This is an optimization exercise on Yosys and OpenROAD, whose aim is small area and a short achievable clock period, not a production implementation.
In this exercise RTL edits were held to simulation tests only and were not proved equivalent to the original.

### flow/constraint.sdc
create_clock -name core_clock -period 40.0 [get_ports {clk}]
set_input_delay 8.0000 -clock core_clock [delete_from_list [all_inputs] [get_ports {clk}]]
set_output_delay 8.0000 -clock core_clock [all_outputs]
set_load 0.01 [all_outputs]
### flow/config.mk
export PLATFORM = sky130hd
export DESIGN_NAME = nectx
export DESIGN_NICKNAME = nectx
export VERILOG_FILES = /design/flow/design.v
export SDC_FILE = /design/flow/constraint.sdc
export NUM_CORES = 4
export LEC_CHECK = 0
export CAP_MARGIN = 20
export CORE_MARGIN = 2
export CORE_UTILIZATION = 40
export SLEW_MARGIN = 20
### flow/run.sh
#!/bin/bash
# synth_recipe.tcl (not shown) runs the flow's synth.tcl, then flattens the netlist and writes it again
# the make line also repeats each setting of config.mk as NAME=value (left out here)
make -C /OpenROAD-flow-scripts/flow DESIGN_CONFIG=/design/flow/config.mk WORK_HOME=/design/flow/orfs CLKGATE_MAP_FILE= SYNTH_SCRIPT=/design/flow/synth_recipe.tcl finish
### flow/design.v
module nectx (
    input             clk,
    input             rst,
    input      [31:0] top,
    input             host_we,
    input      [2:0]  host_addr,
    input      [31:0] host_wdata,
    output reg [31:0] host_rdata,
    output     [31:0] carrier
);
    localparam [6:0] DUTY_DEFAULT = 7'd33;
    localparam [3:0] PH_IDLE           = 4'd0;
    localparam [3:0] PH_LEAD_MARK      = 4'd1;
    localparam [3:0] PH_LEAD_SPACE     = 4'd2;
    localparam [3:0] PH_BIT_MARK       = 4'd3;
    localparam [3:0] PH_BIT_SPACE      = 4'd4;
    localparam [3:0] PH_TRAIL_MARK     = 4'd5;
    localparam [3:0] PH_RPT_LEAD_MARK  = 4'd6;
    localparam [3:0] PH_RPT_SPACE      = 4'd7;
    localparam [3:0] PH_RPT_TRAIL_MARK = 4'd8;
    localparam [1:0] RPT_IDLE      = 2'd0;
    localparam [1:0] RPT_REPEATING = 2'd1;
    localparam [1:0] RPT_STOPPING  = 2'd2;
    localparam [7:0] OP_DECODE_RAW        = 8'h01;
    localparam [7:0] OP_ENCODE_RAW        = 8'h02;
    localparam [7:0] OP_SEND_BYTES        = 8'h03;
    localparam [7:0] OP_SEND_REPEAT_FRAME = 8'h04;
    localparam [7:0] OP_SEND              = 8'h05;
    localparam [7:0] OP_SEND_RAW          = 8'h06;
    localparam [7:0] OP_STOP_REPEAT       = 8'h07;
    localparam [7:0] OP_CONFIGURE         = 8'h08;
    localparam integer NA = 14;
    reg [31:0] cmd_arg_reg;      
    reg [7:0]  cmd_op;
    reg [6:0]  r_dur;            
    reg        r_code_v;         
    reg [23:0] r_code;           
    reg [24:0] r_decode;
    reg [3:0]  seq_phase;
    reg [4:0]  bit_idx;
    reg        seq_owner;
    reg        ill;
    reg        ovr;
    reg        busy;
    reg [1:0]  rpt_state;
    reg [6:0]  duty;
    reg [10:0] t;                
    reg [1:0]  units;            
    reg [6:0]  md;               
    reg [32:0] div_a;            
    reg [38:0] w;                
    function [5:0] dstep;        
        input [4:0] r;
        input       b;
        reg   [5:0] x;
        begin
            x = {r, b};
            if (x >= 6'd25) dstep = {1'b1, x[4:0] - 5'd25};
            else            dstep = {1'b0, x[4:0]};
        end
    endfunction
    function [32:0] stage_a;     
        input [31:0] tp;
        reg   [4:0]  r;
        reg   [5:0]  s;
        integer      k;
        begin
            r = {1'b0, tp[31:28]};       
            stage_a = 33'd0;
            for (k = 4; k < NA; k = k + 1) begin
                s = dstep(r, tp[31 - k]);
                stage_a[32 - (k - 4)] = s[5];
                r = s[4:0];
            end
            stage_a[32 - (NA - 4) -: 5] = r;
            stage_a[31 - NA:0]          = tp[31 - NA:0];
        end
    endfunction
    function [38:0] stage_b;     
        input [32:0] da;
        reg   [4:0]  r;
        reg   [5:0]  s;
        integer      k;
        begin
            stage_b = 39'd0;
            stage_b[38 -: NA - 4] = da[32 -: NA - 4];
            r = da[32 - (NA - 4) -: 5];
            for (k = NA; k < 43; k = k + 1) begin
                s = dstep(r, (k < 32) ? da[31 - k] : 1'b0);
                stage_b[42 - k] = s[5];
                r = s[4:0];
            end
        end
    endfunction
    wire [32:0] n_div_a = stage_a(top);
    wire [38:0] n_w     = stage_b(div_a);
    always @(posedge clk) begin
        div_a <= n_div_a;
        w     <= n_w;
    end
    wire [45:0] prod = {7'd0, w & {39{md[0]}}}
                     + {6'd0, w & {39{md[1]}}, 1'b0}
                     + {5'd0, w & {39{md[2]}}, 2'b0}
                     + {4'd0, w & {39{md[3]}}, 3'b0}
                     + {3'd0, w & {39{md[4]}}, 4'b0}
                     + {2'd0, w & {39{md[5]}}, 5'b0}
                     + {1'd0, w & {39{md[6]}}, 6'b0}
                     + {39'd0, md};
    assign carrier = prod[44:13];
    wire mark_nz = |carrier;
    always @(*) begin
        case (host_addr)
            3'd0:    host_rdata = cmd_arg_reg;
            3'd1:    host_rdata = {24'd0, cmd_op};
            3'd2:    host_rdata = {16'd0, bit_idx, seq_phase, seq_owner, ovr, ill,
                                   mark_nz, rpt_state, busy};
            3'd3:    host_rdata = {21'd0, r_dur, |r_dur, 3'd0};
            3'd4:    host_rdata = {r_code_v ? ~r_code[23:16] : 8'd0, r_code};
            3'd5:    host_rdata = {7'd0, r_decode};
            3'd6:    host_rdata = {25'd0, duty};
            default: host_rdata = 32'd0;
        endcase
    end
    wire [31:0] a     = cmd_arg_reg;
    wire [7:0]  op    = host_wdata[7:0];
    wire        wr0   = host_we && (host_addr == 3'd0);
    wire        wr1   = host_we && (host_addr == 3'd1);
    wire        wr2   = host_we && (host_addr == 3'd2);
    wire        issue = wr1 && !busy;
    wire a_z     = (a == 32'd0);
    wire a_hi8z  = (a[31:24] == 8'd0);
    wire a_hi7z  = (a[31:25] == 7'd0);
    wire a_hi24z = (a[31:8] == 24'd0);
    wire dec_valid = (a[23:16] == ~a[31:24]);
    reg legal;
    always @(*) begin
        case (op)
            OP_DECODE_RAW, OP_SEND_BYTES, OP_SEND_RAW: legal = 1'b1;
            OP_ENCODE_RAW:                        legal = a_hi8z;
            OP_SEND_REPEAT_FRAME, OP_STOP_REPEAT: legal = a_z;
            OP_SEND:                              legal = a_hi7z;
            OP_CONFIGURE:                         legal = a_hi24z;
            default:                              legal = 1'b0;
        endcase
    end
    wire join_issue = issue && legal &&
                      (op == OP_SEND_BYTES || op == OP_SEND_REPEAT_FRAME ||
                       op == OP_SEND || op == OP_STOP_REPEAT ||
                       (op == OP_SEND_RAW && dec_valid));
    wire raw_inval  = issue && (op == OP_SEND_RAW) && !dec_valid;
    wire cfg_now    = issue && (op == OP_CONFIGURE) && a_hi24z;
    wire [6:0] cfg_val = (a[7:0] >= 8'd1 && a[7:0] <= 8'd100) ? a[6:0] : DUTY_DEFAULT;
    wire [6:0] n_d     = cfg_now ? cfg_val : duty;       
    wire [7:0] n_op    = issue ? op : cmd_op;
    wire [15:0] dec_addr = (a[15:8] == ~a[7:0]) ? {8'd0, a[7:0]} : a[15:0];
    wire [7:0]  enc_high = (a[15:8] == 8'd0) ? ~a[7:0] : a[15:8];
    wire        is_bytes = ~cmd_op[2];
    wire [7:0]  f_mid    = (!is_bytes && a[15:8] == 8'd0) ? ~a[7:0] : a[15:8];
    wire [7:0]  f_hi     = is_bytes ? a[31:24] : ~a[23:16];
    wire [31:0] frame    = {f_hi, a[23:16], f_mid, a[7:0]};
    wire        fbit     = frame[bit_idx];
    wire active = (seq_phase != PH_IDLE);
    wire bnd    = (t[2:0] == 3'd0);
    reg  ivl_end;
    always @(*) begin
        case (seq_phase)
            PH_LEAD_MARK, PH_RPT_LEAD_MARK: ivl_end = t[7];            
            PH_LEAD_SPACE:                  ivl_end = t[7] & t[6];     
            PH_BIT_MARK, PH_TRAIL_MARK:     ivl_end = bnd;
            PH_BIT_SPACE:                   ivl_end = bnd && (units == 2'd0);
            PH_RPT_SPACE:                   ivl_end = t[5];            
            PH_RPT_TRAIL_MARK:              ivl_end = t[3];            
            default:                        ivl_end = 1'b0;
        endcase
    end
    wire frame_end = ivl_end && (seq_phase == PH_TRAIL_MARK || seq_phase == PH_RPT_TRAIL_MARK);
    wire fg_end    = frame_end && !seq_owner;
    wire bg_busy   = seq_owner && active && !frame_end;
    wire start_rpt = fg_end && (cmd_op == OP_SEND) && a[24];
    reg [1:0] rpt1;
    always @(*) begin
        rpt1 = rpt_state;
        if (join_issue && rpt_state == RPT_REPEATING) rpt1 = RPT_STOPPING;
        if (start_rpt)                                rpt1 = RPT_REPEATING;
        if (rpt1 == RPT_STOPPING && !bg_busy)         rpt1 = RPT_IDLE;
    end
    wire joining   = join_issue || (busy && rpt_state == RPT_STOPPING);
    wire join_done = joining && (rpt1 == RPT_IDLE);
    wire fg_start  = join_done && (n_op != OP_STOP_REPEAT);
    wire fire      = (rpt1 == RPT_REPEATING) && !active && t[10] && t[9] && t[4] && t[3] && t[2];
    reg [3:0] n_phase;
    reg [4:0] n_bit;
    reg [1:0] n_units;
    reg [6:0] n_md;
    reg [10:0] n_t;
    reg       n_owner;
    always @(*) begin
        n_phase = seq_phase;
        n_bit   = bit_idx;
        n_units = units;
        n_md    = md;
        n_t     = t + 11'd1;
        n_owner = seq_owner;
        if (ivl_end) begin
            case (seq_phase)
                PH_LEAD_MARK:     begin n_phase = PH_LEAD_SPACE; n_md = 7'd0; end
                PH_LEAD_SPACE:    begin n_phase = PH_BIT_MARK;   n_md = n_d;  end
                PH_BIT_MARK:      begin n_phase = PH_BIT_SPACE;  n_md = 7'd0;
                                        n_units = fbit ? 2'd2 : 2'd0; end
                PH_BIT_SPACE: begin
                    n_md = n_d;
                    if (bit_idx != 5'd31) begin n_phase = PH_BIT_MARK; n_bit = bit_idx + 5'd1; end
                    else                        n_phase = PH_TRAIL_MARK;
                end
                PH_RPT_LEAD_MARK: begin n_phase = PH_RPT_SPACE;      n_md = 7'd0; end
                PH_RPT_SPACE:     begin n_phase = PH_RPT_TRAIL_MARK; n_md = n_d;  end
                default:          begin n_phase = PH_IDLE;           n_md = 7'd0; end
            endcase
        end else if (seq_phase == PH_BIT_SPACE && bnd) begin
            n_units = units - 2'd1;
        end
        if (fg_start) begin
            n_owner = 1'b0;
            n_phase = (n_op == OP_SEND_REPEAT_FRAME) ? PH_RPT_LEAD_MARK : PH_LEAD_MARK;
            n_bit   = 5'd0;
            n_md    = n_d;
            n_t     = 11'd1;
        end
        if (fire) begin
            n_owner = 1'b1;
            n_phase = PH_RPT_LEAD_MARK;
            n_bit   = 5'd0;
            n_md    = n_d;
            n_t     = 11'd1;
        end
    end
    always @(posedge clk) begin
        t     <= n_t;
        units <= n_units;
    end
    always @(posedge clk) begin
        if (rst) begin
            cmd_arg_reg <= 32'd0;
            cmd_op      <= 8'd0;
            r_dur       <= 7'd0;
            r_code_v    <= 1'b0;
            r_code      <= 24'd0;
            r_decode    <= 25'd0;
            seq_phase   <= PH_IDLE;
            bit_idx     <= 5'd0;
            seq_owner   <= 1'b0;
            ill         <= 1'b0;
            ovr         <= 1'b0;
            busy        <= 1'b0;
            rpt_state   <= RPT_IDLE;
            duty        <= DUTY_DEFAULT;
            md          <= 7'd0;
        end else begin
            if (wr0 && !busy) cmd_arg_reg <= host_wdata;
            if ((wr0 || wr1) && busy) ovr <= 1'b1;
            else if (wr2)             ovr <= ovr & ~host_wdata[5];
            if (issue && !legal) ill <= 1'b1;
            else if (wr2)        ill <= ill & ~host_wdata[4];
            if (issue) cmd_op <= op;
            if (issue && op == OP_DECODE_RAW)
                r_decode <= {dec_valid, a[23:16], dec_addr};
            if (issue && op == OP_ENCODE_RAW && a_hi8z) begin
                r_code_v <= 1'b1;
                r_code   <= {a[23:16], enc_high, a[7:0]};
            end
            if (cfg_now) duty <= cfg_val;
            if (raw_inval)   r_dur <= 7'd0;
            else if (fg_end) r_dur <= t[10:4];
            busy      <= (busy || join_issue) && !fg_end && !(join_done && n_op == OP_STOP_REPEAT);
            rpt_state <= rpt1;
            seq_phase <= n_phase;
            bit_idx   <= n_bit;
            seq_owner <= n_owner;
            md        <= n_md;
        end
    end
endmodule
==> run summary, run 1 <==
----------------------------------------------------
[Setup path]
  Slowest library cell on the worst path ... sky130_fd_sc_hd__and4b_1
  Stage delay of the slowest cell on the critical path ... 0.69 ns
  Crit path max fanout ... 19
  Worst reg-to-reg path cell count ... 114
  R2r setup slk ... 12.12 ns
  Kind of critical path ... register to register
  Sort of element at the end of the critical path ... register
  R2r startpoint ... div_a[17]$_DFF_P_
  Family with the most delay on the worst path ... compound AO/OA/AOI/OAI gates
  Crit-path most repeated cell ... sky130_fd_sc_hd__ha_1
  Launching element of the worst setup path ... div_a[17]$_DFF_P_
  Critical path required time ... 40.43 ns
  Nature of the critical path startpoint ... register
  Data arrival at the endpoint of the critical path ... 28.30 ns
  Worst r2r dst ... w[4]$_DFF_P_
  Bufs and invs on worst path ... 15

[Routing]
  Antenna Violating Nets Remaining ... 0
  Iteration-0 DRC Markers ... 1316
  Vias ... 19800
  Drt drc ... 0
  Average via count per standard cell ... 5.55
  Number of detailed-route iterations in the first pass ... 5
  Wire per inst ... 17.3 um
  Total length of routed wires ... 61.7 mm

[Floorplanning]
  CORE AREA ... 0.0563 mm^2
  Number of rows in the core area ... 87
  Die width ... 242 um
  Die ar. ... 0.0586 mm^2
  I/O Pins ... 134
  Initial core utilization ... 40.3%
  Height of the die ... 242 um

[Min path]
  Hold endpoint ... w[32]$_DFF_P_
  WHS Path Cells ... 0
  Worst hold path type ... register to register
  Start point of the worst hold path ... div_a[26]$_DFF_P_

[STA]
  Number of hold-slack violations in the final timing report ... 0
  Slew at the pin closest to its max-slew limit ... 1.06 ns
  Final Cycle Share ... 69.7%
  Slew HR ... 29.2%
  Number of setup violations in the final report ... 0
  Clock skew ... 0.0163 ns
  Fmax ... 35.9 MHz
  Unrepaired setup endpoints after global routing ... no
  Max-slew violation count ... 0
  Total Neg Setup Slack ... 0 ns
  Fin crit period ... 27.88 ns

[GRT]
  Largest net degree at the start of global routing ... 96
  Initial antenna violation count ... 2
  Global-route total usage across every layer ... 20.9%
  Top Usage Layer GRT ... met2
  Met2 usage in global routing ... 36.6%
  Wire length of the first global-routing pass ... 103 mm
  Grt met3 use ... 2.78%
  Vias in the first global route ... 20000
  GRT Residual Overflow ... 0
  Global-route met1 utilization ... 27.4%

[Placement]
  Number of I/O port buffers ... 133
  DP Wirelength ... 46.2 mm
  Total placed instance area ... 0.0245 mm^2
  GP Congestion ... 0.869

[CTS]
  CTS-repair resized insts ... 0
  Buffer depth of the longest clock path ... 3
  TritonCTS clock tree ... done
  H-tree levels ... 1
  Number of sinks handled by clock tree synthesis ... 211
  Number of hold buffers added after cts ... 0
  Post-CTS setup buffers ... 0
  Number of buffers created by CTS ... 26
  Root cell of the clock tree ... sky130_fd_sc_hd__clkbuf_16
  Source-to-sink clock delay at the later pin of the worst-skew pair ... 0.58 ns
  Clock edge transition at the registers on the reported setup and hold paths ... 0.06 ns

[Yosys]
  Syn Inst Count ... 2739
  Main area contributors after synthesis ... sky130_fd_sc_hd__dfxtp_1 18%, sky130_fd_sc_hd__fa_1 17%, sky130_fd_sc_hd__ha_1 8.2%
  Number of unique standard cell types used by synthesis ... 113
  Synthesized area per cell ... 8.28 um^2
  EDFF count, synth ... 2
  Share of the yosys chip area belonging to registers ... 18.7%
  Cell area after synthesis ... 0.0227 mm^2
  Synth Register Bits ... 211
  Post-synth top flop ... sky130_fd_sc_hd__dfxtp_1
  Number of warning messages in the yosys log ... 1
  Fraction of post-synthesis cell area in the top cell type by area ... 18.4%
  Synthesized Nets ... 3148
  Async set or reset register ratio after synthesis ... 0%
  Synth area leader ... sky130_fd_sc_hd__dfxtp_1

[Outcome]
  Outcome ... finished clean

[Job]
  Max-cap check violation count ... 0

[Layout]
  Highest-count cells in the layout ignoring fill and taps ... 366 x sky130_fd_sc_hd__nand2_1, 209 x sky130_fd_sc_hd__dfxtp_1, 198 x sky130_fd_sc_hd__nor2_1
  Share of post-route cells with drive strength above 1 ... 6.17%
  Post-route cell area ... 0.0254 mm^2
  Synth-to-Final Area Change ... 12.1%
  Layout Nets ... 3193
  Most common cell after layout, fill and taps aside ... sky130_fd_sc_hd__nand2_1
  Number of flip-flops under the largest register name ... 39

----------------------------------------------------
## how the worst max path moves through the flow
stage                               to  cells after the start
final                     w[4]$_DFF_P_                    114
after global routing      w[4]$_DFF_P_                    114
after CTS                 w[4]$_DFF_P_                    114
after detailed placement  w[4]$_DFF_P_                    114
after global placement    w[4]$_DFF_P_                    114
after floorplan           w[7]$_DFF_P_                    116
## synthesized netlist by cell type (all sizes together), types with 23 or more instances
cell type / count
nand2: 369
or4: 23
nand4: 24
nor3: 87
nand3: 47
xnor2: 66
and2: 186
mux2i: 60
o21ai: 71
xor2: 30
clkbuf: 119
nand2b: 35
nand3b: 24
a21oi: 168
nor2b: 28
nor2: 198
inv: 192
ha: 148
fa: 191
a31oi: 28
o21a: 43
mux2: 33
dfxtp: 209
## layer usage
metal | wire, um | vias to the layer above
li1 | - | 9570
met1 | 27900 | 9665
met2 | 29700 | 463
met3 | 2940 | 78
met4 | 1100 | 4
met5 | 27 | -
## cells by family after synthesis
logic type	synth area share, %
and+or+nand+nor	24.5
DFF	18.7
AOI/OAI and AO/OA	16.9
xor gates and xnor gates	3.77
buffers and inverters	5.75
adders and majority gates	25.0
muxes	5.34
## final cells by class
| class | count | area (um^2) |
|---|---|---|
| clock inverter | 11 | 141 |
| multi-input combinational | 2197 | 17100 |
| inverter | 194 | 728 |
| tap | 756 | 946 |
| timing repair buffer | 154 | 1480 |
| clock buffer | 37 | 732 |
| antenna | 1 | 2.50 |
| sequential | 211 | 4240 |
| fill | 5532 | 30900 |
## per-stage QoR
| step | hold slack (ns) | instances | worst slack (ns) | utilization, % |
|---|---|---|---|---|
| finish | 0.330 | 3561 | 12.12 | 45.2 |
| global route | 0.341 | 3560 | 9.55 | 45.2 |
| CTS | 0.331 | 3560 | 12.49 | 45.2 |
| detailed placement | 0.316 | 3512 | 12.65 | 43.6 |
| global placement | 0.314 | 3512 | 13.84 | 43.6 |
| floorplan | 0.310 | 2739 | 16.90 | - |
## worst reg2reg max path: cells and delay by family (launching register included)
kind / cells / cell delay [ns]
mux: 1 / 0.30
xor+xnor: 19 / 5.50
compound gates: 33 / 8.55
flops: 1 / 0.38
fa+ha+maj: 19 / 5.13
simple gates: 27 / 6.09
buf+inv: 15 / 1.76
==> inputs of run 2 (changes only) <==
--- a/flow/design.v
+++ b/flow/design.v
@@ -98,14 +98,26 @@
         div_a <= n_div_a;
         w     <= n_w;
     end
-    wire [45:0] prod = {7'd0, w & {39{md[0]}}}
-                     + {6'd0, w & {39{md[1]}}, 1'b0}
-                     + {5'd0, w & {39{md[2]}}, 2'b0}
-                     + {4'd0, w & {39{md[3]}}, 3'b0}
-                     + {3'd0, w & {39{md[4]}}, 4'b0}
-                     + {2'd0, w & {39{md[5]}}, 5'b0}
-                     + {1'd0, w & {39{md[6]}}, 6'b0}
-                     + {39'd0, md};
+    wire [9:0] md_ext = {2'b00, md, 1'b0};
+    reg  [39:0] bth [0:3];       
+    reg  [3:0]  bneg;
+    reg         b_one, b_two;
+    integer     j;
+    always @(*) begin
+        for (j = 0; j < 4; j = j + 1) begin
+            b_one   = md_ext[2*j+1] ^ md_ext[2*j];
+            b_two   = (md_ext[2*j+2] & ~md_ext[2*j+1] & ~md_ext[2*j]) |
+                      (~md_ext[2*j+2] & md_ext[2*j+1] & md_ext[2*j]);
+            bneg[j] = md_ext[2*j+2];
+            bth[j]  = (({40{b_one}} & {1'b0, w}) | ({40{b_two}} & {w, 1'b0})) ^ {40{bneg[j]}};
+        end
+    end
+    wire [47:0] prod = {6'b0, ~bneg[0], bneg[0], bneg[0], bth[0]}
+                     + {5'b0, 1'b1, ~bneg[1], bth[1], 2'b0}
+                     + {3'b0, 1'b1, ~bneg[2], bth[2], 4'b0}
+                     + {1'b0, 1'b1, ~bneg[3], bth[3], 6'b0}
+                     + {40'b0, 1'b0, bneg[3], 1'b0, bneg[2], 1'b0, bneg[1], 1'b0, bneg[0]}
+                     + {41'b0, md};
     assign carrier = prod[44:13];
     wire mark_nz = |carrier;
     always @(*) begin
--- a/flow/config.mk
+++ b/flow/config.mk
@@ -5,6 +5,7 @@
 export SDC_FILE = /design/flow/constraint.sdc
 export NUM_CORES = 4
 export LEC_CHECK = 0
+export ABC_AREA = 1
 export CAP_MARGIN = 20
 export CORE_MARGIN = 2
 export CORE_UTILIZATION = 40
==> run summary, run 2 <==
----------------------------------------------------
[Layout]
  Synth-to-Final Area Change ... 14.6% (was 12.1%)
  Highest-count cells in the layout ignoring fill and taps ... 399 x sky130_fd_sc_hd__nand2_1, 384 x sky130_fd_sc_hd__inv_1, 206 x sky130_fd_sc_hd__dfxtp_1 (was 366 x sky130_fd_sc_hd__nand2_1, 209 x sky130_fd_sc_hd__dfxtp_1, 198 x sky130_fd_sc_hd__nor2_1)
  Fillers ... 5083 (was 5532)
  Share of post-route cells with drive strength above 1 ... 10.9% (was 6.17%)
  Final Instance Count excl. Fillers ... 3587 (was 3561)
  Number of flip-flops under the largest register name ... 39 (unchanged)
  Diode insertion count for antenna repair ... 0 (was 1)
  Most common cell after layout, fill and taps aside ... sky130_fd_sc_hd__nand2_1 (unchanged)
  Post-route cell area ... 0.0237 mm^2 (was 0.0254 mm^2)
  Layout Nets ... 3187 (was 3193)
  Core utilization of the finished layout ... 46.3% (was 45.2%)

[CTS]
  Buffer depth of the longest clock path ... 3 (unchanged)
  Number of hold buffers added after cts ... 0 (unchanged)
  Source-to-sink clock delay at the later pin of the worst-skew pair ... 0.60 ns (was 0.58 ns)
  Clock edge transition at the registers on the reported setup and hold paths ... 0.06 ns (about the same)
  TritonCTS clock tree ... done (unchanged)
  Root cell of the clock tree ... sky130_fd_sc_hd__clkbuf_16 (unchanged)
  Number of sinks handled by clock tree synthesis ... 211 (unchanged)
  CTS-repair resized insts ... 0 (unchanged)
  Number of buffers created by CTS ... 28 (was 26)
  H-tree levels ... 1 (unchanged)
  Post-CTS setup buffers ... 0 (unchanged)

[Setup path]
  Launching element of the worst setup path ... md[3]$_SDFFE_PP0P_ (was div_a[17]$_DFF_P_)
  Stage delay of the slowest cell on the critical path ... 0.58 ns (was 0.69 ns)
  Sort of element at the end of the critical path ... output port (was register)
  Critical path endpoint ... host_rdata[3] (was w[4]$_DFF_P_)
  Crit-path most repeated cell ... sky130_fd_sc_hd__a21oi_1 (was sky130_fd_sc_hd__ha_1)
  Kind of critical path ... register to output port (was register to register)
  Nature of the critical path startpoint ... register (unchanged)
  Crit path max fanout ... 43 (was 19)
  R2r startpoint ... div_a[17]$_DFF_P_ (unchanged)
  Data arrival at the endpoint of the critical path ... 12.56 ns (was 28.30 ns)
  R2r setup slk ... 21.73 ns (was 12.12 ns)
  Worst reg-to-reg path cell count ... 147 (was 114)
  Worst r2r dst ... w[0]$_DFF_P_ (was w[4]$_DFF_P_)
  Slowest library cell on the worst path ... sky130_fd_sc_hd__clkdlybuf4s50_1 (was sky130_fd_sc_hd__and4b_1)
  Critical path required time ... 32.00 ns (was 40.43 ns)

[STA]
  Number of setup violations in the final report ... 0 (unchanged)
  Unrepaired setup endpoints after global routing ... no (unchanged)
  Fin crit period ... 20.56 ns (was 27.88 ns)
  Final Cycle Share ... 51.4% (was 69.7%)
  Number of hold-slack violations in the final timing report ... 0 (unchanged)
  Clock skew ... 0.0446 ns (was 0.0163 ns)
  Slew HR ... 30.7% (was 29.2%)
  Total Neg Setup Slack ... 0 ns (unchanged)
  Fin worst setup slack ... 19.44 ns (was 12.12 ns)
  Slew at the pin closest to its max-slew limit ... 1.03 ns (was 1.06 ns)
  Max-slew violation count ... 0 (unchanged)
  Worst Hold Slack ... 0.324 ns (was 0.330 ns)
  Fmax ... 48.6 MHz (was 35.9 MHz)

[GRT]
  Global-route total usage across every layer ... 21.0% (was 20.9%)
  GRT Residual Overflow ... 0 (unchanged)
  Wire length of the first global-routing pass ... 94.0 mm (was 103 mm)
  Largest net degree at the start of global routing ... 80 (was 96)
  Vias in the first global route ... 18900 (was 20000)
  Initial antenna violation count ... 0 (was 2)

[Placement]
  Placed instance count ... 3535 (was 3512)
  Number of I/O port buffers ... 133 (unchanged)
  Post-place setup slack ... 20.02 ns (was 12.65 ns)
  DP Wirelength ... 42.3 mm (was 46.2 mm)
  Total placed instance area ... 0.0227 mm^2 (was 0.0245 mm^2)
  GP Congestion ... 0.923 (was 0.869)

[Floorplanning]
  Initial core utilization ... 40.4% (was 40.3%)
  Die width ... 231 um (was 242 um)
  Die ar. ... 0.0536 mm^2 (was 0.0586 mm^2)
  Number of rows in the core area ... 83 (was 87)
  CORE AREA ... 0.0512 mm^2 (was 0.0563 mm^2)
  I/O Pins ... 134 (unchanged)
  Height of the die ... 231 um (was 242 um)

[Yosys]
  Synth area leader ... sky130_fd_sc_hd__dfxtp_1 (unchanged)
  Synthesized area per cell ... 7.40 um^2 (was 8.28 um^2)
  Parity-gate share of the synthesized area counting xor and xnor cells ... 9.94% (was 3.77%)
  Main combinational cell family by area after synthesis ... simple AND/OR/NAND/NOR gates (was adder cells)
  Syn Inst Count ... 2795 (was 2739)
  Number of warning messages in the yosys log ... 2 (was 1)
  Number of unique standard cell types used by synthesis ... 63 (was 113)
  Main area contributors after synthesis ... sky130_fd_sc_hd__dfxtp_1 20%, sky130_fd_sc_hd__ha_1 9.1%, sky130_fd_sc_hd__xor2_1 8.1% (was sky130_fd_sc_hd__dfxtp_1 18%, sky130_fd_sc_hd__fa_1 17%, sky130_fd_sc_hd__ha_1 8.2%)
  Synth Register Bits ... 211 (unchanged)
  Fraction of post-synthesis cell area in the top cell type by area ... 20.2% (was 18.4%)
  Area fraction in and, or, nand and nor cells after synthesis ... 25.6% (was 24.5%)
  Cell area after synthesis ... 0.0207 mm^2 (was 0.0227 mm^2)
  Synthesized Nets ... 3097 (was 3148)
  EDFF count, synth ... 2 (unchanged)
  Multiplexer area fraction after synthesis ... 0.290% (was 5.34%)
  Async set or reset register ratio after synthesis ... 0% (unchanged)
  Share of the yosys chip area belonging to registers ... 20.5% (was 18.7%)
  Compound-cell area share of the yosys netlist ... 17.1% (was 16.9%)
  Most frequently used cell type in the post-synthesis netlist ... sky130_fd_sc_hd__nand2_1 (unchanged)
  Most instantiated cells after synthesis ... 399 x sky130_fd_sc_hd__nand2_1, 384 x sky130_fd_sc_hd__inv_1, 209 x sky130_fd_sc_hd__dfxtp_1 (was 366 x sky130_fd_sc_hd__nand2_1, 209 x sky130_fd_sc_hd__dfxtp_1, 198 x sky130_fd_sc_hd__nor2_1)
  Post-synth top flop ... sky130_fd_sc_hd__dfxtp_1 (unchanged)
  Adder-Cell Fraction of Synth Area ... 17.0% (was 25.0%)

[Routing]
  Average via count per standard cell ... 5.32 (was 5.55)
  Drt drc ... 0 (unchanged)
  Wire per inst ... 15.6 um (was 17.3 um)
  Total length of routed wires ... 55.8 mm (was 61.7 mm)
  Iteration-0 DRC Markers ... 1187 (was 1316)
  Vias ... 19100 (was 19800)
  Antenna Violating Nets Remaining ... 0 (unchanged)
  Number of detailed-route iterations in the first pass ... 6 (was 5)

[Job]
  Max-cap check violation count ... 0 (unchanged)

[Min path]
  WHS Path Cells ... 0 (unchanged)
  Worst hold path type ... register to register (unchanged)

[Outcome]
  Outcome ... finished clean (unchanged)

----------------------------------------------------
[run 2: changes by cell type in the layout (fill, tap and decap cells not counted), moves of 65 or more]
cell,previous run,this run
sky130_fd_sc_hd__inv_1,187,384
sky130_fd_sc_hd__and2_1,186,2
sky130_fd_sc_hd__xor2_1,30,192
sky130_fd_sc_hd__o22ai_1,12,166
sky130_fd_sc_hd__nand3_1,47,181
sky130_fd_sc_hd__fa_1,191,82
sky130_fd_sc_hd__nor2_1,198,104
sky130_fd_sc_hd__o21ai_0,55,148
sky130_fd_sc_hd__nand2_2,3,87
sky130_fd_sc_hd__nor3_1,85,20
[run 2: how the worst min path moves through the flow]
stage                                 start            end  slack, ns
after floorplan           div_a[23]$_DFF_P_  w[29]$_DFF_P_       0.31
after global placement    div_a[27]$_DFF_P_  w[33]$_DFF_P_       0.32
after detailed placement  div_a[25]$_DFF_P_  w[31]$_DFF_P_       0.31
after CTS                 div_a[25]$_DFF_P_  w[31]$_DFF_P_       0.33
after global routing      div_a[26]$_DFF_P_  w[32]$_DFF_P_       0.33
final                     div_a[25]$_DFF_P_  w[31]$_DFF_P_       0.32
[run 2: worst max-delay path, delay by kind of cell, from the launching register on]
kind	cells	cell delay [ns]
and+or+nand+nor	4	0.88
xor gates and xnor gates	2	0.34
adders and majority gates	5	2.08
DFF	1	0.31
buffers and inverters	17	2.67
AOI/OAI and AO/OA	29	5.64
[run 2: kinds of logic after synthesis]
kind of cell	count (synthesis)
AND/OR/NAND/NOR	1003
AO/OA/AOI/OAI	594
buffers and inverters	515
XOR/XNOR	234
adder cells (fa/ha/maj)	232
flip-flops	211
multiplexers	6
[run 2: cell type report]
| cell class | count | area [um^2] | area share [%] |
|---|---|---|---|
| clock inverter | 22 | 263 | 1.11 |
| clock buffer | 30 | 728 | 3.07 |
| multi-input combinational | 2069 | 14500 | 61.3 |
| tap | 680 | 851 | 3.59 |
| timing repair buffer | 155 | 1500 | 6.31 |
| sequential | 211 | 4250 | 17.9 |
| inverter | 420 | 1600 | 6.74 |
[run 2: layer usage]
layer,GRT usage (%),share of wire (%),up-vias
li1,-,-,9584
met1,27.5,45,8952
met2,35.2,47,467
met3,3.38,5.8,83
met4,6.37,2.7,0
met5,0,0,-
==> inputs of run 3 (changes only) <==
--- a/flow/design.v
+++ b/flow/design.v
@@ -112,12 +112,22 @@
             bth[j]  = (({40{b_one}} & {1'b0, w}) | ({40{b_two}} & {w, 1'b0})) ^ {40{bneg[j]}};
         end
     end
-    wire [47:0] prod = {6'b0, ~bneg[0], bneg[0], bneg[0], bth[0]}
-                     + {5'b0, 1'b1, ~bneg[1], bth[1], 2'b0}
-                     + {3'b0, 1'b1, ~bneg[2], bth[2], 4'b0}
-                     + {1'b0, 1'b1, ~bneg[3], bth[3], 6'b0}
-                     + {40'b0, 1'b0, bneg[3], 1'b0, bneg[2], 1'b0, bneg[1], 1'b0, bneg[0]}
-                     + {41'b0, md};
+    wire [47:0] row0 = {6'b0, ~bneg[0], bneg[0], bneg[0], bth[0]};
+    wire [47:0] row1 = {5'b0, 1'b1, ~bneg[1], bth[1], 1'b0, bneg[0]};
+    wire [47:0] row2 = {3'b0, 1'b1, ~bneg[2], bth[2], 1'b0, bneg[1], 2'b0};
+    wire [47:0] row3 = {2'b0, 1'b1, bth[3], 1'b0, bneg[2], 4'b0};
+    wire [47:0] row4 = {41'b0, md};
+    function [95:0] csa;         
+        input [47:0] x, y, z;
+        begin
+            csa[47:0]  = x ^ y ^ z;
+            csa[95:48] = {(x[46:0] & y[46:0]) | (x[46:0] & z[46:0]) | (y[46:0] & z[46:0]), 1'b0};
+        end
+    endfunction
+    wire [95:0] cs1 = csa(row0, row1, row2);
+    wire [95:0] cs2 = csa(cs1[47:0], cs1[95:48], row3);
+    wire [95:0] cs3 = csa(cs2[47:0], cs2[95:48], row4);
+    wire [47:0] prod = cs3[47:0] + cs3[95:48];
     assign carrier = prod[44:13];
     wire mark_nz = |carrier;
     always @(*) begin
--- a/flow/config.mk
+++ b/flow/config.mk
@@ -6,7 +6,7 @@
 export NUM_CORES = 4
 export LEC_CHECK = 0
 export ABC_AREA = 1
-export CAP_MARGIN = 20
+export CAP_MARGIN = 0
 export CORE_MARGIN = 2
-export CORE_UTILIZATION = 40
-export SLEW_MARGIN = 20
+export CORE_UTILIZATION = 60
+export SLEW_MARGIN = 0
==> run summary, run 3 <==
----------------------------------------------------
[CTS]
  Post-CTS setup buffers ... 0 (unchanged)
  Number of sinks handled by clock tree synthesis ... 211 (unchanged)
  Number of buffers created by CTS ... 26 (was 28)
  CTS-repair resized insts ... 0 (unchanged)
  Root cell of the clock tree ... sky130_fd_sc_hd__clkbuf_16 (unchanged)
  Number of hold buffers added after cts ... 0 (unchanged)
  H-tree levels ... 1 (unchanged)
  Buffer depth of the longest clock path ... 3 (unchanged)
  TritonCTS clock tree ... done (unchanged)
  Clock edge transition at the registers on the reported setup and hold paths ... 0.06 ns (about the same)
  Source-to-sink clock delay at the later pin of the worst-skew pair ... 0.55 ns (was 0.60 ns)

[GRT]
  Vias in the first global route ... 18700 (was 18900)
  Global-route total usage across every layer ... 29.9% (was 21.0%)
  GRT Residual Overflow ... 0 (unchanged)
  Largest net degree at the start of global routing ... 68 (was 80)
  Wire length of the first global-routing pass ... 90.9 mm (was 94.0 mm)
  Initial antenna violation count ... 0 (unchanged)

[Setup path]
  Crit-path most repeated cell ... sky130_fd_sc_hd__inv_1 (was sky130_fd_sc_hd__a21oi_1)
  Stage delay of the slowest cell on the critical path ... 0.89 ns (was 0.58 ns)
  Kind of critical path ... register to output port (unchanged)
  Data arrival at the endpoint of the critical path ... 12.17 ns (was 12.56 ns)
  Slowest library cell on the worst path ... sky130_fd_sc_hd__inv_1 (was sky130_fd_sc_hd__clkdlybuf4s50_1)
  Crit path max fanout ... 38 (was 43)
  Nature of the critical path startpoint ... register (unchanged)
  Critical path required time ... 32.00 ns (about the same)
  Sort of element at the end of the critical path ... output port (unchanged)
  Worst reg-to-reg path cell count ... 149 (was 147)

[Outcome]
  Outcome ... finished clean (unchanged)

[Yosys]
  Synth area leader ... sky130_fd_sc_hd__dfxtp_1 (unchanged)
  Most instantiated cells after synthesis ... 496 x sky130_fd_sc_hd__inv_1, 428 x sky130_fd_sc_hd__nand2_1, 209 x sky130_fd_sc_hd__dfxtp_1 (was 399 x sky130_fd_sc_hd__nand2_1, 384 x sky130_fd_sc_hd__inv_1, 209 x sky130_fd_sc_hd__dfxtp_1)
  Most frequently used cell type in the post-synthesis netlist ... sky130_fd_sc_hd__inv_1 (was sky130_fd_sc_hd__nand2_1)
  Fraction of post-synthesis cell area in the top cell type by area ... 20.0% (was 20.2%)
  Cell area after synthesis ... 0.0209 mm^2 (was 0.0207 mm^2)
  EDFF count, synth ... 2 (unchanged)
  Async set or reset register ratio after synthesis ... 0% (unchanged)
  Synthesized Nets ... 3217 (was 3097)
  Post-synth top flop ... sky130_fd_sc_hd__dfxtp_1 (unchanged)
  Synth Register Bits ... 211 (unchanged)
  Number of warning messages in the yosys log ... 2 (unchanged)
  Main area contributors after synthesis ... sky130_fd_sc_hd__dfxtp_1 20%, sky130_fd_sc_hd__ha_1 8.9%, sky130_fd_sc_hd__inv_1 8.9% (was sky130_fd_sc_hd__dfxtp_1 20%, sky130_fd_sc_hd__ha_1 9.1%, sky130_fd_sc_hd__xor2_1 8.1%)
  Syn Inst Count ... 2916 (was 2795)
  Synthesized area per cell ... 7.18 um^2 (was 7.40 um^2)
  Number of unique standard cell types used by synthesis ... 58 (was 63)
  Share of the yosys chip area belonging to registers ... 20.3% (was 20.5%)

[Routing]
  Wire per inst ... 15.7 um (was 15.6 um)
  Average via count per standard cell ... 5.65 (was 5.32)
  Vias ... 19600 (was 19100)
  Total length of routed wires ... 54.5 mm (was 55.8 mm)
  Iteration-0 DRC Markers ... 1358 (was 1187)
  Antenna Violating Nets Remaining ... 0 (unchanged)
  Number of detailed-route iterations in the first pass ... 6 (unchanged)
  Drt drc ... 0 (unchanged)

[STA]
  Final Cycle Share ... 50.4% (was 51.4%)
  Number of hold-slack violations in the final timing report ... 0 (unchanged)
  Fin worst setup slack ... 19.83 ns (was 19.44 ns)
  Slew at the pin closest to its max-slew limit ... 1.20 ns (was 1.03 ns)
  Fmax ... 49.6 MHz (was 48.6 MHz)
  Slew HR ... 19.9% (was 30.7%)
  Unrepaired setup endpoints after global routing ... no (unchanged)
  Total Neg Setup Slack ... 0 ns (unchanged)
  Fin crit period ... 20.17 ns (was 20.56 ns)
  Clock skew ... 0.0119 ns (was 0.0446 ns)
  Number of setup violations in the final report ... 0 (unchanged)
  Max-slew violation count ... 0 (unchanged)

[Floorplanning]
  Die width ... 191 um (was 231 um)
  Number of rows in the core area ... 68 (was 83)
  Initial core utilization ... 60.8% (was 40.4%)
  CORE AREA ... 0.0345 mm^2 (was 0.0512 mm^2)
  Die ar. ... 0.0364 mm^2 (was 0.0536 mm^2)
  Height of the die ... 191 um (was 231 um)
  I/O Pins ... 134 (unchanged)

[Layout]
  Number of flip-flops under the largest register name ... 39 (unchanged)
  Layout Nets ... 3302 (was 3187)
  Diode insertion count for antenna repair ... 0 (unchanged)
  Multi-input gate area in the final layout ... 0.0144 mm^2 (was 0.0145 mm^2)
  Share of post-route cells with drive strength above 1 ... 9.24% (was 10.9%)
  Most common cell after layout, fill and taps aside ... sky130_fd_sc_hd__inv_1 (was sky130_fd_sc_hd__nand2_1)
  Highest-count cells in the layout ignoring fill and taps ... 496 x sky130_fd_sc_hd__inv_1, 428 x sky130_fd_sc_hd__nand2_1, 209 x sky130_fd_sc_hd__dfxtp_1 (was 399 x sky130_fd_sc_hd__nand2_1, 384 x sky130_fd_sc_hd__inv_1, 206 x sky130_fd_sc_hd__dfxtp_1)
  Area taken by flip-flops and latches ... 0.00424 mm^2 (was 0.00425 mm^2)
  Synth-to-Final Area Change ... 12.3% (was 14.6%)
  Final Instance Count excl. Fillers ... 3476 (was 3587)
  Fillers ... 3061 (was 5083)

[Placement]
  Post-place setup slack ... 20.40 ns (was 20.02 ns)
  Placed instance count ... 3428 (was 3535)
  Number of I/O port buffers ... 133 (unchanged)
  DP Wirelength ... 41.0 mm (was 42.3 mm)
  GP Congestion ... 0.921 (was 0.923)

[Job]
  Max-cap check violation count ... 0 (unchanged)

[Min path]
  Worst hold path type ... register to register (unchanged)
  WHS Path Cells ... 0 (unchanged)

----------------------------------------------------
[run 3: cells by family (layout without fill, tap and decap cells)]
kind of cell	count (synthesis)	after routing	synth area share, %
XOR/XNOR	235	235	10.0
adder cells (fa/ha/maj)	231	231	16.7
buffers and inverters	617	722	11.2
AND/OR/NAND/NOR	1039	1039	25.1
AO/OA/AOI/OAI	580	580	16.6
multiplexers	3	3	0.143
flip-flops	211	211	20.3
[run 3: layout make-up]
class	instances	share of cell area [%]
timing repair buffer	149	6.17
tap	455	2.42
inverter	525	8.40
sequential	211	18.1
clock buffer	35	3.08
multi-input combinational	2088	61.2
clock inverter	13	0.708
[run 3: routing by layer]
metal,vias up,global-route usage [%],routed length [um]
li1,9811,-,-
met2,512,51.9,26400
met4,0,7.72,1290
met5,-,0,0
met1,9238,39.4,24000
met3,87,3.46,2830
[run 3: worst paths after layout]
path	end	startpoint	slack, ns
worst max-delay path	host_rdata[3]	md[3]$_SDFFE_PP0P_	19.83
worst min-delay path	w[35]$_DFF_P_	div_a[29]$_DFF_P_	0.33
worst max register to register	w[0]$_DFF_P_	div_a[18]$_DFF_P_	21.26
worst min register to register	w[35]$_DFF_P_	div_a[29]$_DFF_P_	0.33
[run 3: stage by stage]
stage               utilization, %  hold WS (ns)  cell area (um^2)
global route                  68.2         0.348             23500
detailed placement            65.6         0.318             22600
floorplan                        -         0.310             20900
finish                        68.2         0.333             23500
CTS                           68.2         0.339             23500
global placement              65.6         0.321             22600
[run 3: critical path, delay by kind of cell, from the launching register on]
kind	cells	cell delay (ns)
and+or+nand+nor	10	1.21
buffers and inverters	21	2.61
adders and majority gates	4	1.77
DFF	1	0.65
xor gates and xnor gates	2	0.42
AOI/OAI and AO/OA	26	4.90
==> inputs of run 4 (changes only) <==
--- a/flow/config.mk
+++ b/flow/config.mk
@@ -6,7 +6,7 @@
 export NUM_CORES = 4
 export LEC_CHECK = 0
 export ABC_AREA = 1
-export CAP_MARGIN = 0
+export CAP_MARGIN = 20
 export CORE_MARGIN = 2
-export CORE_UTILIZATION = 60
-export SLEW_MARGIN = 0
+export CORE_UTILIZATION = 40
+export SLEW_MARGIN = 20
==> run summary, run 4 <==
----------------------------------------------------
[Outcome]
  Outcome ... finished clean (unchanged)

[Setup path]
  Data arrival at the endpoint of the critical path ... 12.09 ns (was 12.17 ns)
  Sort of element at the end of the critical path ... output port (unchanged)
  R2r setup slk ... 21.35 ns (was 21.26 ns)
  Kind of critical path ... register to output port (unchanged)
  Nature of the critical path startpoint ... register (unchanged)
  Critical path required time ... 32.00 ns (about the same)
  Stage delay of the slowest cell on the critical path ... 0.58 ns (was 0.89 ns)
  Slowest library cell on the worst path ... sky130_fd_sc_hd__clkdlybuf4s50_1 (was sky130_fd_sc_hd__inv_1)
  Crit-path most repeated cell ... sky130_fd_sc_hd__a21oi_1 (was sky130_fd_sc_hd__inv_1)
  Crit path max fanout ... 37 (was 38)

[STA]
  Total Neg Setup Slack ... 0 ns (unchanged)
  Worst Hold Slack ... 0.322 ns (was 0.333 ns)
  Number of hold-slack violations in the final timing report ... 0 (unchanged)
  Final Cycle Share ... 50.2% (was 50.4%)
  Unrepaired setup endpoints after global routing ... no (unchanged)
  Slew at the pin closest to its max-slew limit ... 1.15 ns (was 1.20 ns)
  Fin crit period ... 20.09 ns (was 20.17 ns)
  Slew HR ... 23.1% (was 19.9%)
  Number of setup violations in the final report ... 0 (unchanged)
  Max-slew violation count ... 0 (unchanged)
  Fmax ... 49.8 MHz (was 49.6 MHz)
  Clock skew ... 0.0489 ns (was 0.0119 ns)

[GRT]
  Largest net degree at the start of global routing ... 67 (was 68)
  Initial antenna violation count ... 0 (unchanged)
  GRT Residual Overflow ... 0 (unchanged)
  Vias in the first global route ... 18900 (was 18700)
  Wire length of the first global-routing pass ... 92.6 mm (was 90.9 mm)
  Global-route total usage across every layer ... 20.2% (was 29.9%)

[Min path]
  Worst hold path type ... register to register (unchanged)

[CTS]
  Number of sinks handled by clock tree synthesis ... 211 (unchanged)
  H-tree levels ... 1 (unchanged)
  Clock edge transition at the registers on the reported setup and hold paths ... 0.06 ns (about the same)
  Post-CTS setup buffers ... 0 (unchanged)
  Buffer depth of the longest clock path ... 3 (unchanged)
  Number of hold buffers added after cts ... 0 (unchanged)
  Root cell of the clock tree ... sky130_fd_sc_hd__clkbuf_16 (unchanged)
  Number of buffers created by CTS ... 28 (was 26)
  Source-to-sink clock delay at the later pin of the worst-skew pair ... 0.60 ns (was 0.55 ns)
  CTS-repair resized insts ... 0 (unchanged)
  TritonCTS clock tree ... done (unchanged)

[Floorplanning]
  Height of the die ... 233 um (was 191 um)
  Number of rows in the core area ... 83 (was 68)
  CORE AREA ... 0.0515 mm^2 (was 0.0345 mm^2)
  Initial core utilization ... 40.6% (was 60.8%)
  Die ar. ... 0.0542 mm^2 (was 0.0364 mm^2)
  Die width ... 233 um (was 191 um)
  I/O Pins ... 134 (unchanged)

[Yosys]
  Synthesized area per cell ... 7.18 um^2 (unchanged)
  EDFF count, synth ... 2 (unchanged)
  Async set or reset register ratio after synthesis ... 0% (unchanged)
  Synthesized Nets ... 3217 (unchanged)
  Most frequently used cell type in the post-synthesis netlist ... sky130_fd_sc_hd__inv_1 (unchanged)
  Main area contributors after synthesis ... sky130_fd_sc_hd__dfxtp_1 20%, sky130_fd_sc_hd__ha_1 8.9%, sky130_fd_sc_hd__inv_1 8.9% (unchanged)
  Synth Register Bits ... 211 (unchanged)
  Most instantiated cells after synthesis ... 496 x sky130_fd_sc_hd__inv_1, 428 x sky130_fd_sc_hd__nand2_1, 209 x sky130_fd_sc_hd__dfxtp_1 (unchanged)
  Fraction of post-synthesis cell area in the top cell type by area ... 20.0% (unchanged)
  Cell area after synthesis ... 0.0209 mm^2 (unchanged)
  Synth area leader ... sky130_fd_sc_hd__dfxtp_1 (unchanged)
  Post-synth top flop ... sky130_fd_sc_hd__dfxtp_1 (unchanged)
  Share of the yosys chip area belonging to registers ... 20.3% (unchanged)
  Syn Inst Count ... 2916 (unchanged)
  Number of unique standard cell types used by synthesis ... 58 (unchanged)
  Number of warning messages in the yosys log ... 2 (unchanged)

[Routing]
  Number of detailed-route iterations in the first pass ... 5 (was 6)
  Iteration-0 DRC Markers ... 1351 (was 1358)
  Total length of routed wires ... 54.9 mm (was 54.5 mm)
  Average via count per standard cell ... 5.26 (was 5.65)
  Antenna Violating Nets Remaining ... 0 (unchanged)
  Wire per inst ... 14.8 um (was 15.7 um)
  Drt drc ... 0 (unchanged)
  Vias ... 19500 (was 19600)

[Layout]
  Number of flip-flops under the largest register name ... 39 (unchanged)
  Highest-count cells in the layout ignoring fill and taps ... 495 x sky130_fd_sc_hd__inv_1, 427 x sky130_fd_sc_hd__nand2_1, 209 x sky130_fd_sc_hd__dfxtp_1 (was 496 x sky130_fd_sc_hd__inv_1, 428 x sky130_fd_sc_hd__nand2_1, 209 x sky130_fd_sc_hd__dfxtp_1)
  Layout Nets ... 3306 (was 3302)
  Diode insertion count for antenna repair ... 0 (unchanged)
  Share of post-route cells with drive strength above 1 ... 9.42% (was 9.24%)
  Most common cell after layout, fill and taps aside ... sky130_fd_sc_hd__inv_1 (unchanged)
  Synth-to-Final Area Change ... 13.8% (was 12.3%)
  Fillers ... 5208 (was 3061)

[Placement]
  GP Congestion ... 0.883 (was 0.921)
  DP Wirelength ... 41.5 mm (was 41.0 mm)
  Number of I/O port buffers ... 133 (unchanged)

[Job]
  Max-cap check violation count ... 0 (unchanged)

----------------------------------------------------
[run 4: cells by family (layout without fill, tap and decap cells)]
kind of cell	Yosys count	after routing	synth area share (%)
XOR/XNOR	235	235	10.0
adder cells (fa/ha/maj)	231	231	16.7
buffers and inverters	617	726	11.2
multiplexers	3	3	0.143
AO/OA/AOI/OAI	580	580	16.6
AND/OR/NAND/NOR	1039	1039	25.1
flip-flops	211	211	20.3
[run 4: area by class of cell]
cell class,count,area [um^2],share of cell area (%)
tap,680,851,3.57
sequential,211,4240,17.8
inverter,525,1980,8.30
multi-input combinational,2088,14400,60.4
clock inverter,13,108,0.452
timing repair buffer,151,1490,6.24
clock buffer,37,774,3.25
[run 4: metal layers]
layer / GRT usage (%) / part of all wire, % / vias to the layer above
met3: 2.71 / 5.4 / 71
met1: 26.9 / 46 / 9189
met5: 0 / 0 / -
met2: 34.6 / 47 / 431
met4: 4.86 / 1.8 / 0
li1: - / - / 9815
[run 4: worst paths after layout]
| path | startpoint | endpoint | cells after the start |
|---|---|---|---|
| hold reg to reg | div_a[25]$_DFF_P_ | w[31]$_DFF_P_ | 0 |
| setup / recovery | md[0]$_SDFFE_PP0P_ | host_rdata[3] | 63 |
| setup reg to reg | div_a[17]$_DFF_P_ | w[0]$_DFF_P_ | 149 |
| hold / removal | div_a[25]$_DFF_P_ | w[31]$_DFF_P_ | 0 |
[run 4: critical path: cells and delay by family, from the launching register on]
kind            cells  cell delay (ns)
flops               1             0.42
simple gates        8             1.28
xor+xnor            2             0.37
fa+ha+maj           4             1.80
buf+inv            21             2.27
compound gates     28             5.35
[run 4: stage by stage]
stage               instance area, um^2  util [%]  cells  setup slack [ns]
floorplan                         20900         -   2916             22.38
global placement                  22900      44.5   3654             19.87
detailed placement                22900      44.5   3654             19.61
CTS                               23800      46.2   3704             18.91
global route                      23800      46.2   3705             18.53
finish                            23800      46.2   3705             19.91
==> inputs of run 5 (changes only) <==
--- a/flow/design.v
+++ b/flow/design.v
@@ -29,7 +29,7 @@
     localparam [7:0] OP_SEND_RAW          = 8'h06;
     localparam [7:0] OP_STOP_REPEAT       = 8'h07;
     localparam [7:0] OP_CONFIGURE         = 8'h08;
-    localparam integer NA = 14;
+    localparam integer NA = 10;
     reg [31:0] cmd_arg_reg;      
     reg [7:0]  cmd_op;
     reg [6:0]  r_dur;            
@@ -49,14 +49,16 @@
     reg [6:0]  md;               
     reg [32:0] div_a;            
     reg [38:0] w;                
-    function [5:0] dstep;        
+    function [5:0] dstep;
         input [4:0] r;
         input       b;
-        reg   [5:0] x;
         begin
-            x = {r, b};
-            if (x >= 6'd25) dstep = {1'b1, x[4:0] - 5'd25};
-            else            dstep = {1'b0, x[4:0]};
+            dstep[5] = (r[4]) | (r[3] & r[2] & r[0]) | (r[3] & r[2] & r[1]) | (r[3] & r[2] & b);
+            dstep[4] = (r[3] & ~r[2]) | (r[4] & r[2] & r[0]) | (r[4] & r[2] & b) | (r[4] & r[2] & r[1]) | (r[3] & ~r[1] & ~r[0] & ~b);
+            dstep[3] = (~r[4] & ~r[3] & r[2]) | (r[4] & ~r[2] & b) | (r[4] & ~r[2] & r[1]) | (r[2] & ~r[1] & ~r[0] & ~b) | (r[4] & ~r[2] & r[0]);
+            dstep[2] = (r[1] & r[0]) | (r[1] & b) | (r[4] & ~r[1] & ~r[0] & ~b) | (~r[4] & ~r[2] & r[1]) | (~r[4] & ~r[3] & r[1]);
+            dstep[1] = (r[0] & b) | (r[4] & ~r[0] & ~b) | (~r[4] & ~r[3] & r[0]) | (r[3] & ~r[2] & r[0]) | (r[3] & r[2] & r[1] & ~r[0] & ~b);
+            dstep[0] = (r[4] & ~b) | (~r[4] & ~r[2] & b) | (~r[4] & ~r[3] & b) | (r[3] & r[2] & r[0] & ~b) | (r[3] & r[2] & r[1] & ~b);
         end
     endfunction
     function [32:0] stage_a;     
@@ -127,7 +129,22 @@
     wire [95:0] cs1 = csa(row0, row1, row2);
     wire [95:0] cs2 = csa(cs1[47:0], cs1[95:48], row3);
     wire [95:0] cs3 = csa(cs2[47:0], cs2[95:48], row4);
-    wire [47:0] prod = cs3[47:0] + cs3[95:48];
+    wire [47:0] sx = cs3[47:0];
+    wire [47:0] sy = cs3[95:48];
+    reg  [47:0] prod;
+    reg  [6:0]  blk0, blk1;
+    reg         cy;
+    integer     bk;
+    always @(*) begin
+        cy = 1'b0;
+        prod = 48'd0;
+        for (bk = 0; bk < 48; bk = bk + 6) begin
+            blk0 = {1'b0, sx[bk +: 6]} + {1'b0, sy[bk +: 6]};
+            blk1 = {1'b0, sx[bk +: 6]} + {1'b0, sy[bk +: 6]} + 7'd1;
+            prod[bk +: 6] = cy ? blk1[5:0] : blk0[5:0];
+            cy = cy ? blk1[6] : blk0[6];
+        end
+    end
     assign carrier = prod[44:13];
     wire mark_nz = |carrier;
     always @(*) begin
--- a/flow/config.mk
+++ b/flow/config.mk
@@ -8,5 +8,5 @@
 export ABC_AREA = 1
 export CAP_MARGIN = 20
 export CORE_MARGIN = 2
-export CORE_UTILIZATION = 40
+export CORE_UTILIZATION = 88
 export SLEW_MARGIN = 20
==> run summary, run 5 <==
----------------------------------------------------
[Yosys]
  Fraction of post-synthesis cell area in the top cell type by area ... 19.0% (was 20.0%)
  Most frequently used cell type in the post-synthesis netlist ... sky130_fd_sc_hd__nand2_1 (was sky130_fd_sc_hd__inv_1)
  Syn Inst Count ... 3315 (was 2916)
  Number of unique standard cell types used by synthesis ... 60 (was 58)
  Synthesized area per cell ... 6.64 um^2 (was 7.18 um^2)
  EDFF count, synth ... 2 (unchanged)
  Number of warning messages in the yosys log ... 2 (unchanged)
  Share of the yosys chip area belonging to registers ... 19.3% (was 20.3%)
  Cell area after synthesis ... 0.0220 mm^2 (was 0.0209 mm^2)
  Main area contributors after synthesis ... sky130_fd_sc_hd__dfxtp_1 19%, sky130_fd_sc_hd__nand2_1 11%, sky130_fd_sc_hd__inv_1 9.1% (was sky130_fd_sc_hd__dfxtp_1 20%, sky130_fd_sc_hd__ha_1 8.9%, sky130_fd_sc_hd__inv_1 8.9%)
  Async set or reset register ratio after synthesis ... 0% (unchanged)
  Synth area leader ... sky130_fd_sc_hd__dfxtp_1 (unchanged)
  Post-synth top flop ... sky130_fd_sc_hd__dfxtp_1 (unchanged)
  Synth Register Bits ... 211 (unchanged)
  Synthesized Nets ... 3571 (was 3217)
  Most instantiated cells after synthesis ... 628 x sky130_fd_sc_hd__nand2_1, 531 x sky130_fd_sc_hd__inv_1, 216 x sky130_fd_sc_hd__nand3_1 (was 496 x sky130_fd_sc_hd__inv_1, 428 x sky130_fd_sc_hd__nand2_1, 209 x sky130_fd_sc_hd__dfxtp_1)

[Floorplanning]
  Die width ... 162 um (was 233 um)
  Number of rows in the core area ... 57 (was 83)
  Height of the die ... 162 um (was 233 um)
  Initial core utilization ... 89.9% (was 40.6%)

[Outcome]
  Outcome ... aborted with a tool error (was finished clean)
  First reported error ... [ERROR GPL-0301] Utilization 102.294 % exceeds 100%.
  Stage reached ... global placement without I/O (3_1_place_gp_skip_io)

----------------------------------------------------
[run 5: cell count changes after synthesis, sizes merged, moves of 24 or more]
cell,before,now
a21oi,164,194
ha,149,97
inv,522,596
nand2,563,785
nand3,190,246
nand4,64,40
nor2,156,228
o21ai,148,196
xor2,198,156
[run 5: cell families after synthesis]
logic type / Yosys count / synth area share [%]
AND/OR/NAND/NOR: 1374 / 29.6
buffers and inverters: 691 / 11.9
AO/OA/AOI/OAI: 667 / 18.1
flip-flops: 211 / 19.3
adder cells (fa/ha/maj): 186 / 13.6
XOR/XNOR: 184 / 7.33
multiplexers: 2 / 0.0910
==> inputs of run 6 (changes only) <==
--- a/flow/config.mk
+++ b/flow/config.mk
@@ -8,5 +8,5 @@
 export ABC_AREA = 1
 export CAP_MARGIN = 20
 export CORE_MARGIN = 2
-export CORE_UTILIZATION = 88
+export CORE_UTILIZATION = 75
 export SLEW_MARGIN = 20
==> run summary, run 6 <==
----------------------------------------------------
[Outcome]
  Outcome ... finished clean (was aborted with a tool error)

[Layout]
  Layout Nets ... 3655
  Diode insertion count for antenna repair ... 0
  Synth-to-Final Area Change ... 11.1%
  Share of post-route cells with drive strength above 1 ... 11.4%
  Post-route cell area ... 0.0244 mm^2
  Highest-count cells in the layout ignoring fill and taps ... 627 x sky130_fd_sc_hd__nand2_1, 530 x sky130_fd_sc_hd__inv_1, 215 x sky130_fd_sc_hd__nand3_1
  Fillers ... 1711
  Most common cell after layout, fill and taps aside ... sky130_fd_sc_hd__nand2_1
  Number of flip-flops under the largest register name ... 39

[GRT]
  Largest net degree at the start of global routing ... 77
  Wire length of the first global-routing pass ... 110 mm
  Vias in the first global route ... 23700
  GRT Residual Overflow ... 0
  Global-route total usage across every layer ... 42.3%
  Initial antenna violation count ... 1

[Setup path]
  Cells along the critical path ... clkdlybuf4s50_1 > nor2_1 > nand2_1 > inv_1 > a221oi_1 > o221ai_1 > clkdlybuf4s50_1
  Nature of the critical path startpoint ... input pin
  Crit path max fanout ... 18
  Kind of critical path ... input pin to output port
  Stage delay of the slowest cell on the critical path ... 0.61 ns
  Worst r2r dst ... w[0]$_DFF_P_
  Sort of element at the end of the critical path ... output port
  R2r setup slk ... 26.03 ns
  Data arrival at the endpoint of the critical path ... 10.74 ns
  Critical path required time ... 32.00 ns
  Crit-path most repeated cell ... sky130_fd_sc_hd__clkdlybuf4s50_1
  Bufs and invs on worst path ... 3
  Family with the most delay on the worst path ... buffers and inverters
  R2r startpoint ... div_a[24]$_DFF_P_
  Worst reg-to-reg path cell count ... 127
  Slowest library cell on the worst path ... sky130_fd_sc_hd__nand2_1

[CTS]
  Number of buffers created by CTS ... 24
  Source-to-sink clock delay at the later pin of the worst-skew pair ... 0.55 ns
  Post-CTS setup buffers ... 0
  Buffer depth of the longest clock path ... 3
  Number of hold buffers added after cts ... 0
  Root cell of the clock tree ... sky130_fd_sc_hd__clkbuf_16
  Clock edge transition at the registers on the reported setup and hold paths ... 0.06 ns
  H-tree levels ... 1
  TritonCTS clock tree ... done
  CTS-repair resized insts ... 0
  Number of sinks handled by clock tree synthesis ... 211

[Yosys]
  Synthesized Nets ... 3571 (unchanged)
  Fraction of post-synthesis cell area in the top cell type by area ... 19.0% (unchanged)
  Number of warning messages in the yosys log ... 2 (unchanged)
  Synth Register Bits ... 211 (unchanged)
  Synth area leader ... sky130_fd_sc_hd__dfxtp_1 (unchanged)
  Syn Inst Count ... 3315 (unchanged)
  Cell area after synthesis ... 0.0220 mm^2 (unchanged)
  Share of the yosys chip area belonging to registers ... 19.3% (unchanged)
  Post-synth top flop ... sky130_fd_sc_hd__dfxtp_1 (unchanged)
  Async set or reset register ratio after synthesis ... 0% (unchanged)
  Synthesized area per cell ... 6.64 um^2 (unchanged)
  Main area contributors after synthesis ... sky130_fd_sc_hd__dfxtp_1 19%, sky130_fd_sc_hd__nand2_1 11%, sky130_fd_sc_hd__inv_1 9.1% (unchanged)
  Most instantiated cells after synthesis ... 628 x sky130_fd_sc_hd__nand2_1, 531 x sky130_fd_sc_hd__inv_1, 216 x sky130_fd_sc_hd__nand3_1 (unchanged)
  Number of unique standard cell types used by synthesis ... 60 (unchanged)
  Most frequently used cell type in the post-synthesis netlist ... sky130_fd_sc_hd__nand2_1 (unchanged)
  EDFF count, synth ... 2 (unchanged)

[STA]
  Number of hold-slack violations in the final timing report ... 0
  Unrepaired setup endpoints after global routing ... no
  Slew at the pin closest to its max-slew limit ... 1.04 ns
  Clock skew ... 0.0160 ns
  Slew HR ... 30.2%
  Max-slew violation count ... 0
  Fin crit period ... 18.74 ns
  Total Neg Setup Slack ... 0 ns
  Fmax ... 53.4 MHz
  Number of setup violations in the final report ... 0
  Final Cycle Share ... 46.9%

[Min path]
  Hold endpoint ... w[38]$_DFF_P_
  Start point of the worst hold path ... div_a[32]$_DFF_P_
  WHS Path Cells ... 0
  Worst hold path type ... register to register

[Floorplanning]
  Initial core utilization ... 76.4% (was 89.9%)
  CORE AREA ... 0.0288 mm^2
  Die ar. ... 0.0307 mm^2
  Number of rows in the core area ... 62 (was 57)
  Height of the die ... 175 um (was 162 um)
  I/O Pins ... 134
  Die width ... 175 um (was 162 um)

[Routing]
  Drt drc ... 0
  Wire per inst ... 17.4 um
  Average via count per standard cell ... 6.33
  Total length of routed wires ... 66.2 mm
  Iteration-0 DRC Markers ... 3327
  Antenna Violating Nets Remaining ... 0
  Vias ... 24100
  Number of detailed-route iterations in the first pass ... 9

[Placement]
  Total placed instance area ... 0.0236 mm^2
  Number of I/O port buffers ... 133
  DP Wirelength ... 48.3 mm
  GP Congestion ... 0.940

[Job]
  Max-cap check violation count ... 0

----------------------------------------------------
[run 6: cell counts after synthesis]
No cell type changed its count.
[run 6: per-layer routing]
layer  wire [um]  part of all wire [%]  GRT usage, %
met1       24200                    37          48.9
met2       31400                    47          72.9
met3        6110                   9.2          7.23
met4        4400                   6.6          26.3
met5          13                 0.020             0
[run 6: how the worst max path moves through the flow]
stage	from	slack, ns	cells past startpoint	to
floorplan	host_addr[2]	22.72	6	host_rdata[8]
global placement	host_addr[2]	21.28	7	host_rdata[2]
detailed placement	host_addr[2]	21.26	7	host_rdata[1]
CTS	host_addr[2]	21.23	7	host_rdata[1]
global route	host_addr[1]	21.19	7	host_rdata[0]
finish	host_addr[1]	21.26	7	host_rdata[0]
[run 6: final cells by class]
cell class	instances	area [um^2]	area share, %
inverter	600	2270	9.29
multi-input combinational	2413	15200	62.0
clock buffer	31	708	2.90
sequential	211	4240	17.4
clock inverter	13	123	0.502
timing repair buffer	149	1450	5.94
tap	384	480	1.97
[run 6: cell families after synthesis]
logic type / count (synthesis) / synth area share (%)
xor gates and xnor gates: 184 / 7.33
DFF: 211 / 19.3
buffers and inverters: 691 / 11.9
muxes: 2 / 0.0910
and+or+nand+nor: 1374 / 29.6
AOI/OAI and AO/OA: 667 / 18.1
adders and majority gates: 186 / 13.6
[run 6: stage by stage]
stage	worst slack [ns]	std cells	hold WS [ns]	utilization, %
after detailed placement	21.26	3757	0.315	82.0
after global placement	21.28	3757	0.314	82.0
final	21.26	3801	0.326	84.9
after CTS	21.23	3801	0.329	84.9
after floorplan	22.72	3315	0.310	-
after global routing	21.19	3801	0.330	84.9
[run 6: worst reg2reg max path: cells and delay by family (launching register included)]
family / cells / cell delay, ns
AO/OA/AOI/OAI: 8 / 1.45
buffers and inverters: 10 / 0.89
flip-flops: 1 / 0.48
AND/OR/NAND/NOR: 109 / 11.07

[separate check: timing with driven ports]
No port has a modelled driver above. Below, the same layouts with a new extraction and two added sets of constraints. Step 1 assumes that a clkbuf_16 drives the clock port and a buf_2 every other input. Step 2, shift: input delay + t, output delay - t, t = (earliest + latest rising clock arrival at the registers) / 2. This alone moves slack from input paths to output paths. Slacks: ideal / step 1 / step 2; pairs: ideal / step 1.
| run | t, ns | setup WS [ns] | hold WS [ns] | worst register clock-pin slew, ns |
|---|---|---|---|---|
| run 1 | 0.625 | 12.123 / 12.123 / 12.123 | 0.330 / 0.330 / 0.330 | 0.07 / 0.07 |
| run 2 | 0.639 | 19.443 / 19.381 / 20.020 | 0.324 / 0.324 / 0.324 | 0.07 / 0.07 |
| run 3 | 0.598 | 19.833 / 19.777 / 20.356 | 0.333 / 0.333 / 0.333 | 0.07 / 0.07 |
| run 4 | 0.632 | 19.906 / 19.847 / 20.327 | 0.322 / 0.322 / 0.322 | 0.06 / 0.06 |
| run 6 | 0.605 | 21.259 / 21.237 / 21.237 | 0.326 / 0.326 / 0.326 | 0.07 / 0.07 |
After both steps setup and hold are still met in every run listed. The setup slack of run 6, which loses most, moves by -0.022 ns with the drivers and by -0.022 ns with both steps.
